This is an optimization exercise on Yosys and OpenROAD, whose aim is small area, not a production implementation.
Only the layout flow was run in this run; the RTL was not checked for function there.
Power and IR drop assume default switching activity.

<file path="design.v">
module ric (
    input  wire        clk,
    input  wire        rst,
    input  wire        cmd_valid,
    output wire        cmd_ready,
    input  wire [3:0]  cmd_op,
    input  wire [8:0]  cmd_arg,
    output reg         rsp_valid,
    output reg         rsp_err,
    output reg  [7:0]  rsp_ecode,
    output reg  [63:0] rsp_cnt0,
    output reg  [31:0] rsp_cnt1,
    output reg  [15:0] rsp_cnt2,
    output reg  [18:0] rsp_status,
    output wire [8:0]  rsp_mode,
    output wire [1:0]  rsp_snap,
    output wire [1:0]  rsp_pins,
    output reg         bus_req,
    output reg         bus_we,
    output reg  [6:0]  bus_addr,
    output reg  [3:0]  bus_len,
    output reg  [7:0]  bus_wdata,
    input  wire        bus_rvalid,
    input  wire [7:0]  bus_rdata,
    input  wire        bus_done,
    input  wire        bus_err,
    input  wire [7:0]  bus_ecode
);
    localparam [3:0] OP_SET_MODE      = 4'd0;
    localparam [3:0] OP_APPLY_MODE    = 4'd1;
    localparam [3:0] OP_READ_COUNTER  = 4'd2;
    localparam [3:0] OP_SET_PINS      = 4'd3;
    localparam [3:0] OP_RESET_COUNTERS= 4'd4;
    localparam [3:0] OP_READ_STATUS   = 4'd5;
    localparam [3:0] OP_GET_MODE      = 4'd6;
    localparam [3:0] OP_GET_STATUS    = 4'd7;
    localparam [3:0] OP_GET_PINS      = 4'd8;
    localparam [6:0] ADDR_CFG     = 7'h00;
    localparam [6:0] ADDR_COUNTER = 7'h08;
    localparam [6:0] ADDR_INSTR   = 7'h30;
    localparam [6:0] ADDR_STATUS0 = 7'h48;
    localparam RES0_BIT = 0;
    localparam RES1_BIT = 1;
    localparam RES2_BIT = 2;
    localparam ACT0_BIT = 5;
    localparam ACT1_BIT = 6;
    localparam [1:0] S_IDLE = 2'd0;
    localparam [1:0] S_REQ  = 2'd1;
    localparam [1:0] S_WAIT = 2'd2;
    localparam [1:0] S_RESP = 2'd3;
    reg [8:0] mode_q;
    reg       snap_warn_q;
    reg       snap_err_q;
    reg [1:0] act_q;
    reg [1:0] state_q;
    reg [3:0] op_q;
    reg [8:0] arg_q;
    reg [1:0] xfer_q;        
    reg [63:0] payload_q;    
    reg [7:0]  stat0_q;
    reg [7:0]  stat1_q;
    reg [7:0]  stat2_q;
    assign cmd_ready = (state_q == S_IDLE);
    assign rsp_mode  = mode_q;
    assign rsp_snap  = {snap_err_q, snap_warn_q};
    assign rsp_pins  = act_q;
    function [1:0] nch_of(input [2:0] tag);
        case (tag)
            3'd1, 3'd5, 3'd6: nch_of = 2'd2;
            3'd7:             nch_of = 2'd3;
            default:          nch_of = 2'd1;
        endcase
    endfunction
    function [3:0] len_of(input [2:0] tag);
        case (tag)
            3'd0: len_of = 4'd4;
            3'd1: len_of = 4'd7;
            3'd2: len_of = 4'd7;
            3'd3: len_of = 4'd3;
            3'd4: len_of = 4'd5;
            3'd5: len_of = 4'd7;
            3'd6: len_of = 4'd5;
            default: len_of = 4'd8;
        endcase
    endfunction
    function [7:0] cfg_of(input [8:0] m);
        reg [1:0] n;
        begin
            n = nch_of(m[2:0]);
            cfg_of[2:0] = m[2:0];
            cfg_of[3]   = m[3];
            cfg_of[4]   = (n != 2'd1) ? m[5] : 1'b0;
            cfg_of[5]   = (n == 2'd3) ? m[7] : 1'b0;
            cfg_of[6]   = (n != 2'd3) ? m[4] : 1'b0;
            cfg_of[7]   = (n == 2'd2) ? m[6] : 1'b0;
        end
    endfunction
    function [8:0] mode_mask(input [8:0] a);
        reg [1:0] n;
        begin
            n = nch_of(a[2:0]);
            mode_mask[4:0] = a[4:0];
            mode_mask[6:5] = (n != 2'd1) ? a[6:5] : 2'b00;
            mode_mask[8:7] = (n == 2'd3) ? a[8:7] : 2'b00;
        end
    endfunction
    function [7:0] instr_of(input [2:0] res, input [1:0] pins);
        begin
            instr_of = 8'h00;
            instr_of[RES0_BIT] = res[0];
            instr_of[RES1_BIT] = res[1];
            instr_of[RES2_BIT] = res[2];
            instr_of[ACT0_BIT] = pins[0];
            instr_of[ACT1_BIT] = pins[1];
        end
    endfunction
    reg [63:0] dec_cnt0;
    reg [31:0] dec_cnt1;
    reg [15:0] dec_cnt2;
    always @(*) begin
        dec_cnt0 = 64'd0;
        dec_cnt1 = 32'd0;
        dec_cnt2 = 16'd0;
        case (mode_q[2:0])
            3'd0: begin  
                dec_cnt0 = {{40{payload_q[31]}}, payload_q[31:8]};
            end
            3'd1: begin  
                dec_cnt0 = {{40{payload_q[31]}}, payload_q[31:8]};
                dec_cnt1 = {{8{payload_q[55]}},  payload_q[55:32]};
            end
            3'd2: begin  
                dec_cnt0 = {{16{payload_q[55]}}, payload_q[55:8]};
            end
            3'd3: begin  
                dec_cnt0 = {{48{payload_q[23]}}, payload_q[23:8]};
            end
            3'd4: begin  
                dec_cnt0 = {{32{payload_q[39]}}, payload_q[39:8]};
            end
            3'd5: begin  
                dec_cnt0 = {{32{payload_q[39]}}, payload_q[39:8]};
                dec_cnt1 = {{16{payload_q[55]}}, payload_q[55:40]};
            end
            3'd6: begin  
                dec_cnt0 = {{48{payload_q[23]}}, payload_q[23:8]};
                dec_cnt1 = {{16{payload_q[39]}}, payload_q[39:24]};
            end
            default: begin  
                dec_cnt0 = {{48{payload_q[23]}}, payload_q[23:8]};
                dec_cnt1 = {{16{payload_q[39]}}, payload_q[39:24]};
                dec_cnt2 = payload_q[55:40];
            end
        endcase
    end
    wire [18:0] dec_status = {
        stat1_q[0],    
        stat1_q[1],    
        stat0_q[0],    
        stat1_q[2],    
        stat1_q[3],    
        stat1_q[4],    
        stat0_q[1],    
        stat0_q[2],    
        stat0_q[3],    
        stat0_q[4],    
        stat2_q[5],    
        stat2_q[7],    
        stat2_q[6],    
        stat1_q[5],    
        stat1_q[7],    
        stat1_q[6],    
        stat0_q[5],    
        stat0_q[7],    
        stat0_q[6]     
    };
    wire has_bus = (op_q == OP_APPLY_MODE) || (op_q == OP_READ_COUNTER) ||
                   (op_q == OP_SET_PINS)   || (op_q == OP_RESET_COUNTERS) ||
                   (op_q == OP_READ_STATUS);
    always @(posedge clk) begin
        if (rst) begin
            mode_q      <= 9'b0_0000_0010;    
            snap_warn_q <= 1'b0;
            snap_err_q  <= 1'b0;
            act_q       <= 2'b00;
            state_q     <= S_IDLE;
            op_q        <= 4'd0;
            arg_q       <= 9'd0;
            xfer_q      <= 2'd0;
            payload_q   <= 64'd0;
            stat0_q     <= 8'd0;
            stat1_q     <= 8'd0;
            stat2_q     <= 8'd0;
            rsp_valid   <= 1'b0;
            rsp_err     <= 1'b0;
            rsp_ecode   <= 8'd0;
            rsp_cnt0    <= 64'd0;
            rsp_cnt1    <= 32'd0;
            rsp_cnt2    <= 16'd0;
            rsp_status  <= 19'd0;
            bus_req     <= 1'b0;
            bus_we      <= 1'b0;
            bus_addr    <= 7'd0;
            bus_len     <= 4'd0;
            bus_wdata   <= 8'd0;
        end else begin
            rsp_valid <= 1'b0;
            bus_req   <= 1'b0;
            case (state_q)
                S_IDLE: begin
                    if (cmd_valid) begin
                        op_q   <= cmd_op;
                        arg_q  <= cmd_arg;
                        xfer_q <= 2'd0;
                        state_q <= S_REQ;
                    end
                end
                S_REQ: begin
                    if (!has_bus) begin
                        if (op_q == OP_SET_MODE)
                            mode_q <= mode_mask(arg_q);
                        rsp_err <= 1'b0;
                        state_q <= S_RESP;
                    end else begin
                        bus_req <= 1'b1;
                        case (op_q)
                            OP_APPLY_MODE: begin
                                bus_we    <= 1'b1;
                                bus_addr  <= ADDR_CFG;
                                bus_len   <= 4'd1;
                                bus_wdata <= cfg_of(mode_q);
                            end
                            OP_READ_COUNTER: begin
                                bus_we    <= 1'b0;
                                bus_addr  <= ADDR_COUNTER;
                                bus_len   <= len_of(mode_q[2:0]);
                                bus_wdata <= 8'd0;
                            end
                            OP_SET_PINS: begin
                                bus_we    <= 1'b1;
                                bus_addr  <= ADDR_INSTR;
                                bus_len   <= 4'd1;
                                bus_wdata <= instr_of(3'b000, arg_q[1:0]);
                            end
                            OP_RESET_COUNTERS: begin
                                bus_we    <= 1'b1;
                                bus_addr  <= ADDR_INSTR;
                                bus_len   <= 4'd1;
                                bus_wdata <= instr_of(arg_q[2:0], act_q);
                            end
                            default: begin  
                                bus_we    <= 1'b0;
                                bus_addr  <= ADDR_STATUS0 + {5'd0, xfer_q};
                                bus_len   <= 4'd1;
                                bus_wdata <= 8'd0;
                            end
                        endcase
                        state_q <= S_WAIT;
                    end
                end
                S_WAIT: begin
                    if (bus_rvalid) begin
                        payload_q <= {payload_q[55:0], bus_rdata};
                        case (xfer_q)
                            2'd0:    stat0_q <= bus_rdata;
                            2'd1:    stat1_q <= bus_rdata;
                            default: stat2_q <= bus_rdata;
                        endcase
                    end
                    if (bus_done) begin
                        if (bus_err) begin
                            rsp_err   <= 1'b1;
                            rsp_ecode <= bus_ecode;
                            state_q   <= S_RESP;
                        end else if (op_q == OP_READ_STATUS && xfer_q != 2'd2) begin
                            xfer_q  <= xfer_q + 2'd1;
                            state_q <= S_REQ;
                        end else begin
                            rsp_err <= 1'b0;
                            state_q <= S_RESP;
                            case (op_q)
                                OP_SET_PINS: act_q <= arg_q[1:0];
                                OP_READ_COUNTER: begin
                                    snap_err_q  <= ~payload_q[7];
                                    snap_warn_q <= ~payload_q[6];
                                end
                                default: ;
                            endcase
                        end
                    end
                end
                default: begin  
                    if (op_q == OP_READ_COUNTER) begin
                        rsp_cnt0 <= dec_cnt0;
                        rsp_cnt1 <= dec_cnt1;
                        rsp_cnt2 <= dec_cnt2;
                    end
                    if (op_q == OP_READ_STATUS && !rsp_err) begin
                        rsp_status  <= dec_status;
                        snap_err_q  <= dec_status[13];
                        snap_warn_q <= dec_status[14];
                    end
                    rsp_valid <= 1'b1;
                    state_q   <= S_IDLE;
                end
            endcase
        end
    end
endmodule
</file>
<file path="run.sh">
#!/bin/bash
# synth_recipe.tcl (not shown) runs the flow's synth.tcl, then flattens the netlist and writes it again
# the make line also repeats each setting of config.mk as NAME=value (left out here)
make -C /OpenROAD-flow-scripts/flow DESIGN_CONFIG=/design/flow/config.mk WORK_HOME=/design/flow/orfs CLKGATE_MAP_FILE= SYNTH_SCRIPT=/design/flow/synth_recipe.tcl finish
</file>
<file path="config.mk">
export PLATFORM = sky130hd
export DESIGN_NAME = ric
export DESIGN_NICKNAME = ric
export VERILOG_FILES = /design/flow/design.v
export SDC_FILE = /design/flow/constraint.sdc
export NUM_CORES = 4
export LEC_CHECK = 0
export CAP_MARGIN = 20
export CORE_MARGIN = 2
export CORE_UTILIZATION = 40
export SLEW_MARGIN = 20
</file>
<file path="constraint.sdc">
create_clock -name core_clock -period 10.0 [get_ports {clk}]
set_input_delay 2.0000 -clock core_clock [delete_from_list [all_inputs] [get_ports {clk}]]
set_output_delay 2.0000 -clock core_clock [all_outputs]
set_load 0.01 [all_outputs]
</file>
==> impl_metrics.tcl <==
set metrics [dict create \
    outcome "complete, no violations" \
    end_kind "output port" \
    globalplace.congestion 0.8113 \
    avgSynthCellArea_um2 8.159 \
    finalWorstPathRequiredPeriod_ns 3.925 \
    rsz0062_at_grt "no" \
    power_density_nw_per_um2 166.3 \
    crit_type "reg2out" \
    wire_per_inst_um 16.25 \
    htree_num_levels 1 \
    antenna_left 0 \
    drv_slew 0 \
    top_layer_used "met4" \
    cts.sinks 241 \
    drc 0 \
    min_path_type "reg2reg" \
    ys.flop_type "dfxtp_1" \
    pin_count 211 \
    syn-num-nets 1203 \
    clock_latency_ns 0.52 \
    synthTopCellsByArea "dfxtp_1, nand2_1, a21oi_1" \
    synth_top_area_cell "dfxtp_1" \
    clock.fmax_ghz 0.2548 \
    die_h_um 158.2 \
    p_leak_nw 4.040 \
    irDropWorstVdd_mv 0.1159 \
    dp.cells 1585 \
    crit_arrival_ns 1.93 \
    finalHoldViolCount 0 \
    cts_resized 0 \
    ys_ff_latch 241 \
    grt.overflow.total 0 \
    drv_cap 0 \
    met2_length_um 12230 \
    portBuffers 209 \
    drive_above_1_share 0.05030 \
    finClkSkew_ns 0.01014 \
    seqCellArea_um2 4825 \
    crit_fanout 17 \
    synth_edf_count 0 \
    via_per_inst 5.086 \
    post-synth-top-count-cell "nand2_1" \
    cts_tree "built" \
    setup-tns-final_ns 0 \
    cts_setup_buffers 0 \
    finalWirelength_um 26500 \
    num_vias 8296 \
    syn_area_um2 9505 \
    place_hpwl_um 17700 \
    synthArstFlopShare 0 \
    diodes 0 \
    ys_warn_count 1 \
    synth.distinct_cells 55 \
    wl_met1_um 11940 \
    fin_nets 1332 \
    cts_buffers 26 \
    routed-wl-met3_um 1729 \
    die_x_um 158.2 \
    crit_path_start_kind "register" \
    slew_headroom 0.2816 \
    drtIter0Drc 487 \
    cp_data_required_time_ns 8.00 \
    worst_slew_pin_slew_ns 1.078 \
    core_um2 23400 \
    syn-instance-count 1165 \
    rows 56 \
    antenna_found_initial 0 \
    multiInputGateArea_um2 4098 \
    firstDrtPassIters 5 \
    hold_buffers 0 \
    setup_viol 0 \
    synth_common_cells "nand2_1, dfxtp_1, a21oi_1" \
    synth_top_area_frac 0.5076 \
    cts_root_buf "clkbuf_16" \
    grt_pass1_wl_um 41970 \
    die_area_um2 25010 \
    clock_path_buffers 3 \
    cts.clk_slew.worst_paths_ns 0.06 \
    start_util 0.4062 \
    areaGrowthSynthToFinish_pct 29.64 \
    grt_pass1_vias 7825 \
    nFillCells 2298 \
    instances_no_fill 1631 \
    grt_max_degree 137 \
    ys_seq_area_frac 0.5076 \
    grt_use_total 0.2080 \
    period_share 0.3925 \
]
-- critical path, stage by stage, from the launching register on --
cell	delay (ns)
dfxtp_1	0.72
nor2_1	0.14
clkdlybuf4s50_1	0.54
-- placed cells by master, fill, tap and decap left out, types with 6 or more instances in the layout --
| cell type | n |
|---|---|
| a221oi_1 | 8 |
| clkdlybuf4s50_1 | 208 |
| a21oi_1 | 181 |
| nor2b_1 | 6 |
| buf_4 | 7 |
| nand3_1 | 21 |
| mux2i_1 | 22 |
| a211oi_1 | 41 |
| nor3_1 | 34 |
| nor2_1 | 92 |
| nand2_1 | 314 |
| mux2_2 | 7 |
| clkbuf_16 | 27 |
| dfxtp_1 | 241 |
| clkbuf_1 | 7 |
| a22o_1 | 10 |
-- cell type report --
| class | instances | share of cell area |
|---|---|---|
| Clock buffer | 39 | 0.06254 |
| Tap cell | 319 | 0.03239 |
| Timing Repair Buffer | 216 | 0.1741 |
| Multi-Input combinational cell | 804 | 0.3325 |
| Clock inverter | 7 | 0.005381 |
| Sequential cell | 241 | 0.3915 |
| Inverter | 5 | 0.001523 |
-- registers in the layout, indices dropped and copies added, names as in the netlist, 3 cells and up --
signal,count
arg_q,9
bus_addr,5
bus_len,4
bus_wdata,8
mode_q,9
op_q,4
payload_q,56
rsp_cnt0,48
rsp_cnt1,24
rsp_cnt2,16
rsp_ecode,8
rsp_status,19
stat0_q,8
stat1_q,8
stat2_q,3
-- per-layer routing --
metal	track usage	vias up
met5	0	-
met4	0.05448	0
met3	0.04982	40
met2	0.3424	232
met1	0.2742	3841
li1	-	4183
-- power by group --
group / switching [mW] / internal, mW
clock: 0.377 / 0.557
combinational: 0.0766 / 0.0462
sequential: 0.0205 / 0.973
-- cells by family (layout without fill, tap and decap cells) --
kind of cell             after synthesis  after routing  synth area share
multiplexers                          29             29           0.03146
AND/OR/NAND/NOR                      508            508            0.2304
buffers and inverters                120            267           0.06266
AO/OA/AOI/OAI                        263            263            0.1636
flip-flops                           241            241            0.5076
adder cells (fa/ha/maj)                3              3          0.003949
other                                  1              1         0.0003945
-- per-stage QoR --
step / setup WS (ns) / instance area [µm²] / hold WS, ns / utilization / total power, mW
2_1_floorplan: 6.892 / 9505 / 0.4315 / - / 1.087
3_3_place_gp: 5.771 / 11480 / 0.4405 / 0.4905 / 1.138
3_5_place_dp: 5.700 / 11480 / 0.4462 / 0.4907 / 1.138
4_1_cts: 6.057 / 12320 / 0.4544 / 0.5265 / 2.074
5_1_grt: 5.951 / 12320 / 0.4722 / 0.5266 / 2.127
6_report: 6.075 / 12320 / 0.4521 / 0.5266 / 2.050
-- final timing paths --
path	from	endpoint	slack [ns]	cells past startpoint
hold / removal	rsp_cnt2[14]	rsp_cnt2[14]	0.45	2
setup / recovery	state_q[0]	cmd_ready	6.07	2
hold reg to reg	rsp_cnt2[14]	rsp_cnt2[14]	0.45	2
setup reg to reg	op_q[1]	rsp_cnt0[27]	7.04	5

## static timing again, ports no longer ideal
In the flow no input, the clock included, has a driving cell. The finished layout below was timed again as built, in two steps. Step 1, drivers: a clkbuf_16 drives clk and a buf_2 each remaining input, both assumed. Step 2, shift: input delay + t, output delay - t, t = (earliest + latest rising clock arrival at the registers) / 2. This alone moves slack from input paths to output paths. Slacks: no drivers / after step 1 / after step 2; pairs: no drivers / after step 1.
shift t [ns]: 0.563
setup WS [ns]: 6.075 / 6.029 / 5.832
latest minus earliest clock arrival (ns): 0.014 / 0.014
cell pins on the clock port's net: 1
After both steps this run still meets setup and hold. For this run, drivers alone change the setup slack by -0.046 ns; drivers and shift together by -0.243 ns.
